What follows belongs to an exercise in optimizing a design on an open flow for small area, a short achievable clock period and few clock cycles; a production flow would make more cautious choices.
At most, simulation tests tie the RTL to the original design; equivalence was not proved.
The clock input has no modelled driver; a real chip could not lean on it and would need a root buffer or a full tree.
No activity file was given, so power comes from the tool's default toggle rates.

## before
==> flow/design.v <==
module zre_rot (
    input  wire       clk,
    input  wire       rst,
    input  wire       start,
    input  wire [1:0] mode,
    input  wire [4:0] width,      
    input  wire [4:0] height,     
    input  wire       pix_valid,
    input  wire       pix,
    output reg        out_valid,
    output reg  [7:0] out_byte,
    output reg        out_last
);
    reg [1:0]  cfg_mode;
    reg [3:0]  wm1, hm1;           
    reg        busy;               
    reg        in_act;             
    reg [3:0]  ic;                 
    reg [3:0]  oc;                 
    reg        m0_pend;            
    reg        k;                  
    reg        s2;                 
    reg [15:0] col [0:15];
    reg        pv, px;
    reg        fresh;
    always @(posedge clk) begin
        pv    <= pix_valid;
        px    <= pix;
        fresh <= start & ~busy;
    end
    wire m_none = (cfg_mode == 2'd0);
    wire m_cw   = (cfg_mode == 2'd1);
    wire m_180  = (cfg_mode == 2'd3);
    wire transp = cfg_mode[0] ^ cfg_mode[1];
    wire in_done = busy & ~in_act;
    wire [3:0] owm1 = transp ? hm1 : wm1;         
    wire [3:0] ohm1 = transp ? wm1 : hm1;         
    wire [3:0] icz = ic ^ {4{m_180}};
    wire [3:0] ic_step = ic ^ {&icz[2:0], &icz[1:0], icz[0], 1'b1};
    wire [3:0] ocz = oc ^ {4{m_cw}};
    wire [3:0] oc_step = oc ^ {&ocz[2:0], &ocz[1:0], ocz[0], 1'b1};
    wire [3:0] w_m1 = width[3:0] ^ {~|width[2:0], ~|width[1:0], ~width[0], 1'b1};
    wire [3:0] h_m1 = height[3:0] ^ {~|height[2:0], ~|height[1:0], ~height[0], 1'b1};
    wire we      = pv & in_act;
    wire row_end = m_180 ? (ic == 4'd0) : (ic == wm1);
    wire last_y  = m_cw ? (oc == 4'd0) : (oc == hm1);
    wire [3:0] wc = transp ? oc : ic;
    integer i;
    always @(posedge clk) begin
        for (i = 0; i < 16; i = i + 1)
            if (we && wc == i[3:0])
                col[i] <= {col[i][14:0], px};
    end
    wire ready    = m_none ? m0_pend : in_done;
    wire emit     = busy & ready;
    wire [3:0] p  = oc & {4{~m_none}};            
    wire row_last = m_cw ? (oc == 4'd0) : (oc == ohm1);
    wire k_end    = (k == s2);
    wire last_b   = m_none ? in_done : (k_end & row_last);
    reg [7:0] rd;
    integer b;
    always @(*) begin
        for (b = 0; b < 8; b = b + 1) begin
            rd[7 - b] = k ? col[8 + b][p] : col[b][p];
            if (!((~k & owm1[3]) | (b[2:0] <= owm1[2:0])))
                rd[7 - b] = 1'b0;
        end
    end
    always @(posedge clk) begin
        if (rst) begin
            busy      <= 1'b0;
            in_act    <= 1'b0;
            m0_pend   <= 1'b0;
            out_valid <= 1'b0;
        end else begin
            out_valid <= emit;
            m0_pend   <= we & m_none & ((ic[2:0] == 3'd7) | row_end);
            if (!busy) begin
                busy   <= start;
                in_act <= start;
            end else begin
                if (we && row_end && last_y) in_act <= 1'b0;
                if (emit && last_b) busy <= 1'b0;
            end
        end
    end
    always @(posedge clk) begin
        out_byte <= rd;
        out_last <= last_b;
        if (!busy) begin
            cfg_mode <= mode;
            wm1      <= w_m1;
            hm1      <= h_m1;
            k        <= 1'b0;
        end else if (fresh) begin
            ic       <= m_180 ? wm1 : 4'd0;
            oc       <= m_cw ? hm1 : 4'd0;
            s2       <= transp ? hm1[3] : wm1[3];
        end else begin
            if (we) begin
                ic <= row_end ? (m_180 ? wm1 : 4'd0) : ic_step;
                if (row_end)
                    oc <= last_y ? (m_cw ? wm1 : 4'd0) : oc_step;
                if (m_none) k <= ic[3];
            end
            if (emit && !m_none) begin
                k <= ~k & s2;
                if (k_end)
                    oc <= oc_step;
            end
        end
    end
endmodule
clock: 10.0 ns
lec_check: 0
cap_margin: 5
core_margin: 2
core_utilization: 65
cts_buf_list: sky130_fd_sc_hd__clkbuf_16
cts_cluster_diameter: 80
cts_cluster_size: 24
place_density: 0.75
setup_slack_margin: 5
slew_margin: 5
synth_memory_max_bits: 4096
run.sh (not shown) runs the stock make flow with config.mk's settings and CLKGATE_MAP_FILE= SYNTH_SCRIPT=/design/flow/synth_recipe.tcl, a recipe that flattens the netlist after the stock synthesis.
Testbench counts of before, summed over its fixed seeds: cycles 94,156.
> inputs changed (before -> after)
diff --git a/flow/design.v b/flow/design.v
--- a/flow/design.v
+++ b/flow/design.v
@@ -20,5 +20,6 @@
     reg        m0_pend;            
     reg        k;                  
-    reg        s2;                 
+    reg [3:0]  p;                  
+    reg [4:0]  q;                  
     reg [15:0] col [0:15];
     reg        pv, px;
@@ -36,8 +37,13 @@
     wire [3:0] owm1 = transp ? hm1 : wm1;         
     wire [3:0] ohm1 = transp ? wm1 : hm1;         
+    reg        s2;                                 
     wire [3:0] icz = ic ^ {4{m_180}};
     wire [3:0] ic_step = ic ^ {&icz[2:0], &icz[1:0], icz[0], 1'b1};
     wire [3:0] ocz = oc ^ {4{m_cw}};
     wire [3:0] oc_step = oc ^ {&ocz[2:0], &ocz[1:0], ocz[0], 1'b1};
+    wire [3:0] pz = p ^ {4{m_cw}};
+    wire [3:0] p_step = p ^ {&pz[2:0], &pz[1:0], pz[0], 1'b1};
+    wire [4:0] q_inc = q ^ {&q[3:0], &q[2:0], &q[1:0], q[0], 1'b1};
+    wire [4:0] q_dec = q ^ {~|q[3:0], ~|q[2:0], ~|q[1:0], ~q[0], 1'b1};
     wire [3:0] w_m1 = width[3:0] ^ {~|width[2:0], ~|width[1:0], ~width[0], 1'b1};
     wire [3:0] h_m1 = height[3:0] ^ {~|height[2:0], ~|height[1:0], ~height[0], 1'b1};
@@ -52,9 +58,9 @@
                 col[i] <= {col[i][14:0], px};
     end
-    wire ready    = m_none ? m0_pend : in_done;
+    wire ready    = m_none ? m0_pend : (m_cw ? ~q[4] : in_done);
     wire emit     = busy & ready;
-    wire [3:0] p  = oc & {4{~m_none}};            
-    wire row_last = m_cw ? (oc == 4'd0) : (oc == ohm1);
+    wire row_last = m_cw ? (p == 4'd0) : (p == ohm1);
     wire k_end    = (k == s2);
+    wire row_adv  = emit & ~m_none & k_end;
     wire last_b   = m_none ? in_done : (k_end & row_last);
     reg [7:0] rd;
@@ -62,9 +68,16 @@
     always @(*) begin
         for (b = 0; b < 8; b = b + 1) begin
-            rd[7 - b] = k ? col[8 + b][p] : col[b][p];
+            if (k)
+                rd[7 - b] = col[8 + b][p];
+            else if (b == 0)
+                rd[7 - b] = col[0][m_cw ? q[3:0] : p];
+            else
+                rd[7 - b] = col[b][p];
             if (!((~k & owm1[3]) | (b[2:0] <= owm1[2:0])))
                 rd[7 - b] = 1'b0;
         end
     end
+    wire q_up = we & (oc == 4'd0);                 
+    wire q_dn = busy & ~q[4] & k_end;              
     always @(posedge clk) begin
         if (rst) begin
@@ -93,7 +106,9 @@
             hm1      <= h_m1;
             k        <= 1'b0;
+            q        <= 5'h1f;
         end else if (fresh) begin
             ic       <= m_180 ? wm1 : 4'd0;
             oc       <= m_cw ? hm1 : 4'd0;
+            p        <= m_cw ? wm1 : 4'd0;
             s2       <= transp ? hm1[3] : wm1[3];
         end else begin
@@ -101,5 +116,5 @@
                 ic <= row_end ? (m_180 ? wm1 : 4'd0) : ic_step;
                 if (row_end)
-                    oc <= last_y ? (m_cw ? wm1 : 4'd0) : oc_step;
+                    oc <= oc_step;
                 if (m_none) k <= ic[3];
             end
@@ -107,6 +122,10 @@
                 k <= ~k & s2;
                 if (k_end)
-                    oc <= oc_step;
+                    p <= p_step;
             end
+            if (q_up && !q_dn)
+                q <= q_inc;
+            else if (q_dn && !q_up)
+                q <= q_dec;
         end
     end
[summary]
- Compared before against after; global-route usage within noise.
- after vs. before: average routed wire per standard cell has decreased, power has decreased.
- Relative to before, number of cell instances on the worst register-to-register path has gone up in after.
- after against before; number of instances in the synthesized netlist is up by a few percent.
- Status: power in the clock group parity (after, before)
- Compared to before, after was floorplanned on a bigger die.
- Count of non-CTS buffers in the layout: after higher than before
- before → after: tightest hold margin held; area of the core has increased; via count of the first global-routing pass now sits higher; maximum frequency went down.
- The clock slew seen by the registers of the worst setup and hold paths was comparable across after and before.
Testbench counts of after, summed over its fixed seeds: cycles 92,706.

========
## rev 12
RTL: the design.v shown in full above, as it stands there.
Settings: LEC_CHECK=0, CAP_MARGIN=5, CORE_MARGIN=2, CORE_UTILIZATION=65, PLACE_DENSITY=0.75, SLEW_MARGIN=5, SYNTH_MEMORY_MAX_BITS=4096, BUFFER_PORTS_ARGS=-buffer_cell sky130_fd_sc_hd__buf_2, PRE_CTS_TCL=/design/flow/flow/manual_cts.tcl, SETUP_SLACK_MARGIN=7.25; clock period 10.0 ns.
standard.sh (not shown) runs the stock make flow with config.mk's settings and CLKGATE_MAP_FILE= SYNTH_SCRIPT=/design/flow/synth_recipe.tcl, a recipe that flattens the netlist after the stock synthesis.
==> flow/flow/run.sh <==
#!/bin/bash
# The standard ORFS layout (standard.sh: standard synthesis, floorplan,
# placement, CTS, routing) with a few settings of its steps changed:
#  - port buffers are plain buffers (buf_2) instead of the delay cells that
#    buffer_ports picks by itself,
#  - the clock tree is a balanced two-level tree of clkbuf_16 built by
#    flow/manual_cts.tcl (PRE_CTS_TCL) instead of TritonCTS,
#  - repair_timing aims at 7.25 ns of setup slack on the design's 10 ns clock
#    (the SDC is the standard flow's, unchanged).
# make's full output goes to standard.log; ORFS keeps each step's log under
# orfs/logs/.
set -euo pipefail
cat >> config.mk <<EOC
export BUFFER_PORTS_ARGS = -buffer_cell sky130_fd_sc_hd__buf_2
export PRE_CTS_TCL = $PWD/flow/manual_cts.tcl
export SETUP_SLACK_MARGIN = 7.25
EOC
bash standard.sh > standard.log 2>&1
Other scripts of this flow, unchanged in this note and not shown: flow/flow/manual_cts.tcl
Testbench counts of rev 12, summed over its fixed seeds: cycles 94,156.
What rev 13 does differently from rev 12 at the input level:
--- a/flow/design.v
+++ b/flow/design.v
@@ -20,5 +20,6 @@
     reg        m0_pend;            
     reg        k;                  
-    reg        s2;                 
+    reg [3:0]  p;                  
+    reg [4:0]  q;                  
     reg [15:0] col [0:15];
     reg        pv, px;
@@ -36,8 +37,13 @@
     wire [3:0] owm1 = transp ? hm1 : wm1;         
     wire [3:0] ohm1 = transp ? wm1 : hm1;         
+    reg        s2;                                 
     wire [3:0] icz = ic ^ {4{m_180}};
     wire [3:0] ic_step = ic ^ {&icz[2:0], &icz[1:0], icz[0], 1'b1};
     wire [3:0] ocz = oc ^ {4{m_cw}};
     wire [3:0] oc_step = oc ^ {&ocz[2:0], &ocz[1:0], ocz[0], 1'b1};
+    wire [3:0] pz = p ^ {4{m_cw}};
+    wire [3:0] p_step = p ^ {&pz[2:0], &pz[1:0], pz[0], 1'b1};
+    wire [4:0] q_inc = q ^ {&q[3:0], &q[2:0], &q[1:0], q[0], 1'b1};
+    wire [4:0] q_dec = q ^ {~|q[3:0], ~|q[2:0], ~|q[1:0], ~q[0], 1'b1};
     wire [3:0] w_m1 = width[3:0] ^ {~|width[2:0], ~|width[1:0], ~width[0], 1'b1};
     wire [3:0] h_m1 = height[3:0] ^ {~|height[2:0], ~|height[1:0], ~height[0], 1'b1};
@@ -52,9 +58,9 @@
                 col[i] <= {col[i][14:0], px};
     end
-    wire ready    = m_none ? m0_pend : in_done;
+    wire ready    = m_none ? m0_pend : (m_cw ? ~q[4] : in_done);
     wire emit     = busy & ready;
-    wire [3:0] p  = oc & {4{~m_none}};            
-    wire row_last = m_cw ? (oc == 4'd0) : (oc == ohm1);
+    wire row_last = m_cw ? (p == 4'd0) : (p == ohm1);
     wire k_end    = (k == s2);
+    wire row_adv  = emit & ~m_none & k_end;
     wire last_b   = m_none ? in_done : (k_end & row_last);
     reg [7:0] rd;
@@ -62,9 +68,16 @@
     always @(*) begin
         for (b = 0; b < 8; b = b + 1) begin
-            rd[7 - b] = k ? col[8 + b][p] : col[b][p];
+            if (k)
+                rd[7 - b] = col[8 + b][p];
+            else if (b == 0)
+                rd[7 - b] = col[0][m_cw ? q[3:0] : p];
+            else
+                rd[7 - b] = col[b][p];
             if (!((~k & owm1[3]) | (b[2:0] <= owm1[2:0])))
                 rd[7 - b] = 1'b0;
         end
     end
+    wire q_up = we & (oc == 4'd0);                 
+    wire q_dn = busy & ~q[4] & k_end;              
     always @(posedge clk) begin
         if (rst) begin
@@ -93,7 +106,9 @@
             hm1      <= h_m1;
             k        <= 1'b0;
+            q        <= 5'h1f;
         end else if (fresh) begin
             ic       <= m_180 ? wm1 : 4'd0;
             oc       <= m_cw ? hm1 : 4'd0;
+            p        <= m_cw ? wm1 : 4'd0;
             s2       <= transp ? hm1[3] : wm1[3];
         end else begin
@@ -101,5 +116,5 @@
                 ic <= row_end ? (m_180 ? wm1 : 4'd0) : ic_step;
                 if (row_end)
-                    oc <= last_y ? (m_cw ? wm1 : 4'd0) : oc_step;
+                    oc <= oc_step;
                 if (m_none) k <= ic[3];
             end
@@ -107,6 +122,10 @@
                 k <= ~k & s2;
                 if (k_end)
-                    oc <= oc_step;
+                    p <= p_step;
             end
+            if (q_up && !q_dn)
+                q <= q_inc;
+            else if (q_dn && !q_up)
+                q <= q_dec;
         end
     end
[summary]
Of rev 12 and rev 13, the higher global-route wire length before repair belongs to rev 13. Rev 13: total power of the final layout about 0.9% below rev 12. Rev 12 was routed with fewer vias than rev 13. The proportion of cell area occupied by registers on rev 13 is in line with that on rev 12. Relative to rev 12, routed length per instance has decreased by 0.18 um in rev 13.
Testbench counts of rev 13, summed over its fixed seeds: cycles 92,706.
No run of this note takes its clock network from TritonCTS; it comes from the design's own scripts or RTL.

========
== amber ==
// zre_rot: RTL as listed in full above, without the edits since
Settings: LEC_CHECK=0, CAP_MARGIN=5, CORE_MARGIN=2, CORE_UTILIZATION=65, PLACE_DENSITY=0.75, SLEW_MARGIN=5, SYNTH_MEMORY_MAX_BITS=4096, BUFFER_PORTS_ARGS=-buffer_cell sky130_fd_sc_hd__buf_2, PRE_CTS_TCL=/design/flow/flow/manual_cts.tcl, SETUP_SLACK_MARGIN=7.15; clock period 10.0 ns.
==> flow/flow/run.sh <==
#!/bin/bash
# The standard ORFS layout (standard.sh: standard synthesis, floorplan,
# placement, CTS, routing) with a few settings of its steps changed:
#  - port buffers are plain buffers (buf_2) instead of the delay cells that
#    buffer_ports picks by itself,
#  - the clock tree is a balanced two-level tree of clkbuf_16 built by
#    flow/manual_cts.tcl (PRE_CTS_TCL) instead of TritonCTS,
#  - repair_timing aims at 7.15 ns of setup slack on the design's 10 ns clock
#    (the SDC is the standard flow's, unchanged).
# make's full output goes to standard.log; ORFS keeps each step's log under
# orfs/logs/.
set -euo pipefail
cat >> config.mk <<EOC
export BUFFER_PORTS_ARGS = -buffer_cell sky130_fd_sc_hd__buf_2
export PRE_CTS_TCL = $PWD/flow/manual_cts.tcl
export SETUP_SLACK_MARGIN = 7.15
EOC
bash standard.sh > standard.log 2>&1
Other scripts of this flow, unchanged in this note and not shown: flow/flow/manual_cts.tcl
Testbench counts of amber, summed over its fixed seeds: cycles 94,156.
What pepper does differently from amber at the input level:
--- a/flow/design.v
+++ b/flow/design.v
@@ -20,4 +20,5 @@
     reg        m0_pend;            
     reg        k;                  
+    reg [3:0]  p;                  
     reg        s2;                 
     reg [15:0] col [0:15];
@@ -40,4 +41,6 @@
     wire [3:0] ocz = oc ^ {4{m_cw}};
     wire [3:0] oc_step = oc ^ {&ocz[2:0], &ocz[1:0], ocz[0], 1'b1};
+    wire [3:0] pz = p ^ {4{m_cw}};
+    wire [3:0] p_step = p ^ {&pz[2:0], &pz[1:0], pz[0], 1'b1};
     wire [3:0] w_m1 = width[3:0] ^ {~|width[2:0], ~|width[1:0], ~width[0], 1'b1};
     wire [3:0] h_m1 = height[3:0] ^ {~|height[2:0], ~|height[1:0], ~height[0], 1'b1};
@@ -54,6 +57,5 @@
     wire ready    = m_none ? m0_pend : in_done;
     wire emit     = busy & ready;
-    wire [3:0] p  = oc & {4{~m_none}};            
-    wire row_last = m_cw ? (oc == 4'd0) : (oc == ohm1);
+    wire row_last = m_cw ? (p == 4'd0) : (p == ohm1);
     wire k_end    = (k == s2);
     wire last_b   = m_none ? in_done : (k_end & row_last);
@@ -96,4 +98,5 @@
             ic       <= m_180 ? wm1 : 4'd0;
             oc       <= m_cw ? hm1 : 4'd0;
+            p        <= m_cw ? wm1 : 4'd0;
             s2       <= transp ? hm1[3] : wm1[3];
         end else begin
@@ -101,5 +104,5 @@
                 ic <= row_end ? (m_180 ? wm1 : 4'd0) : ic_step;
                 if (row_end)
-                    oc <= last_y ? (m_cw ? wm1 : 4'd0) : oc_step;
+                    oc <= oc_step;
                 if (m_none) k <= ic[3];
             end
@@ -107,5 +110,5 @@
                 k <= ~k & s2;
                 if (k_end)
-                    oc <= oc_step;
+                    p <= p_step;
             end
         end
==> summary.txt <==
- There was hardly any difference in effective utilization at floorplan between pepper and amber.
- pepper: cell area after layout is 46 sq um higher than what amber reported.
- pepper leaves less setup margin than amber.
- Taking amber as the reference, in pepper fraction of synthesized cell area in xor and xnor cells level; share of power burned in the clock network moved up.
For pepper, only the layout was checked, not whether the RTL still works. No run of this note takes its clock network from TritonCTS; it comes from the design's own scripts or RTL.

what the ideal ports hide:
How much do the figures lean on ideal ports? The routed layouts below were timed once more, with nothing changed but the port constraints. Step 1 sets driving cells, clkbuf_16 on the clock port and buf_2 on the other inputs (assumed; they add their load-dependent delay and slew). Step 2 times the ports against the registers' clock, not the clock port: input delays grow and output delays shrink by t, the midpoint of the rising clock arrivals with the driver on. Slacks: no drivers / after step 1 / after step 2; pairs: no drivers / after step 1.
| run | shift t [ns] | setup WS [ns] | slew at the worst register clock pin (ns) |
|---|---|---|---|
| before | 0.522 | 6.640 / 6.597 / 6.675 | 0.10 / 0.10 |
| after | 0.537 | 6.581 / 6.533 / 6.699 | 0.10 / 0.10 |
| rev 12 | 0.389 | 7.255 / 7.161 / 7.178 | 0.10 / 0.10 |
| rev 13 | 0.393 | 7.247 / 7.151 / 7.193 | 0.10 / 0.10 |
| amber | 0.394 | 7.241 / 7.148 / 7.154 | 0.10 / 0.10 |
| pepper | 0.398 | 7.229 / 7.130 / 7.155 | 0.09 / 0.09 |
After both steps every run listed still meets setup and hold. For amber, which loses most, drivers alone change the setup slack by -0.093 ns; drivers and shift together by -0.087 ns.
